What follows belongs to an exercise in optimizing a design on an open flow for small area and a short achievable clock period; a production flow would make more cautious choices. In this exercise RTL edits were held to simulation tests only and were not proved equivalent to the original. Power figures rest on the tool's default switching activity, not on a simulated workload.

Design fpe_rm, start of the top module:
module fpe_rm (
  input  wire         clk,
  input  wire         rst,
  input  wire         link_rst,
  input  wire         rx_valid,
  input  wire [7:0]   rx_data,
  output wire         rx_ready,
  output wire         tx_valid,
  output wire [7:0]   tx_data,
  input  wire         tx_ready,
  input  wire [1:0]   c_req,
  input  wire [1:0]   c_op,
  input  wire [15:0]  c_addr,
  input  wire [9:0]   c_len,
  input  wire [255:0] c_wdata,
  input  wire [1:0]   c_lock,
  output reg  [1:0]   c_gnt,
  output wire [255:0] c_rdata,
  output reg  [1:0]   c_err,
  output wire         diag_valid,
  output wire [2:0]   diag_code
);
  wire         commit_req;
  wire         commit_wr;
  wire         commit_go;
  wire [5:0]   eng_addr;
  wire [4:0]   eng_len;
  wire [127:0] eng_buf;
  wire [3:0]   eng_amt;      
  wire [127:0] rot_out;
  reg          p_er;         
  fpe_engine u_engine (
    .clk        (clk),
    .rst        (rst),
    .link_rst   (link_rst),
    .rx_valid   (rx_valid),
    .rx_data    (rx_data),
    .rx_ready   (rx_ready),
  ...
For scale: ~810 flip-flops, roughly 0.042 sq mm of cells after synthesis.
Settings: LEC_CHECK=0, CAP_MARGIN=40, CORE_MARGIN=2, CORE_UTILIZATION=60, CTS_BUF_LIST=sky130_fd_sc_hd__clkbuf_8 sky130_fd_sc_hd__clkbuf_16, CTS_CLUSTER_SIZE=30, PLACE_DENSITY=0.7, SETUP_SLACK_MARGIN=5, SLEW_MARGIN=20, SYNTH_HIERARCHICAL=1, SYNTH_MINIMUM_KEEP_SIZE=0; clock period 10.0 ns.
standard.sh (not shown) runs the stock make flow with config.mk's settings and CLKGATE_MAP_FILE= SYNTH_SCRIPT=/design/flow/synth_recipe.tcl, a recipe that flattens the netlist after the stock synthesis.
==> flow/flow/run.sh <==
#!/bin/bash
# Layout flow: the standard flow (standard.sh), with two changes:
#  * synthesis maps the logic with an ABC script without ORFS's SOP balancing, buffering and sizing
#    (flow/abc_nf.abc: delay-aware mapping with area recovery) in place of ORFS's; the rest of
#    synthesis is the standard flow's own synth_recipe.tcl, unchanged, so the registers
#    are the standard synthesis's;
#  * the port buffers that buffer_ports inserts are sky130_fd_sc_hd__buf_1.
# Each tool's output is in ORFS's logs (orfs/logs/...); make's own output
# goes to flow_make.log.
set -euo pipefail
W=$PWD
{
  cat <<'EOT'
# ABC with the script in OWN_ABC_SCRIPT instead of the one synth.tcl names
proc abc {args} {
  set i [lsearch -exact $args -script]
  if {$i >= 0} {
    set args [lreplace $args [expr {$i + 1}] [expr {$i + 1}] $::env(OWN_ABC_SCRIPT)]
  }
  yosys abc {*}$args
}
EOT
  cat "$W/synth_recipe.tcl"
} > "$W/own_synth.tcl"
export OWN_ABC_SCRIPT="$W/flow/abc_nf.abc"
bash "$W/standard.sh" SYNTH_SCRIPT="$W/own_synth.tcl" \
  "BUFFER_PORTS_ARGS=-buffer_cell sky130_fd_sc_hd__buf_1" finish > "$W/flow_make.log" 2>&1
==> flow/flow/abc_nf.abc <==
strash
&get -n
&st
&dch
&nf
&put
topo
stime -c
The first run passed the timing, DRC and antenna checks.
Then changed:
--- a/flow/flow/run.sh
+++ b/flow/flow/run.sh
@@ -7 +7 @@
-#  * the port buffers that buffer_ports inserts are sky130_fd_sc_hd__buf_1.
+#  * the port buffers that buffer_ports inserts are sky130_fd_sc_hd__buf_2.
@@ -27 +27 @@
-  "BUFFER_PORTS_ARGS=-buffer_cell sky130_fd_sc_hd__buf_1" finish > "$W/flow_make.log" 2>&1
+  "BUFFER_PORTS_ARGS=-buffer_cell sky130_fd_sc_hd__buf_2" finish > "$W/flow_make.log" 2>&1
- CORE_UTILIZATION: 60 -> 40
- CTS_BUF_LIST: sky130_fd_sc_hd__clkbuf_8 sky130_fd_sc_hd__clkbuf_16 -> not set
- CTS_CLUSTER_SIZE: 30 -> not set
- PLACE_DENSITY: 0.7 -> 0.5
Final cell count rises by 11%. Final area goes up by about 2.4%. Hold slack is better by 0.0091 ns. Die area rose by 49%. Synthesized area does not change. Combinational power is higher by about 4%.
Then changed:
- CORE_UTILIZATION: 40 -> 55
- CTS_BUF_LIST: not set -> sky130_fd_sc_hd__clkbuf_8
- CTS_CLUSTER_SIZE: not set -> 30
- PLACE_DENSITY: 0.5 -> 0.65
Result: The new run finished clean; global-route usage rises by 8.1 points; register-to-register slack barely changes; count of clock-buffer cells in the layout goes up by 32; die area shrinks by a quarter to a third.

-- separate check: timing with driven ports --
In the flow no input, the clock included, has a driving cell. The finished layouts below were timed again as built, in two steps.
Step 1 assumes that a clkbuf_16 drives the clock port and a buf_2 every other input.
Step 2 also shifts input and output timing later by t, the mid clock arrival at the registers, as if the neighbouring blocks saw the same clock.
Three values: ideal, step 1, step 2; two values: the first two.
run | t (ns) | setup WS [ns] | hold WS [ns] | clock arrival spread, ns | pins driven straight from the clock port
the first run | 0.720 | 4.865 / 4.901 / 4.181 | 0.559 / 0.559 / 0.559 | 0.042 / 0.043 | 1
the second run | 0.748 | 4.832 / 4.852 / 4.104 | 0.568 / 0.568 / 0.568 | 0.024 / 0.024 | 1
the third run | 0.881 | 4.893 / 4.917 / 4.035 | 0.565 / 0.565 / 0.565 | 0.061 / 0.061 | 1
After both steps every run listed still meets setup and hold. The setup slack of the third run, which loses most, moves by +0.024 ns with the drivers and by -0.858 ns with both steps.
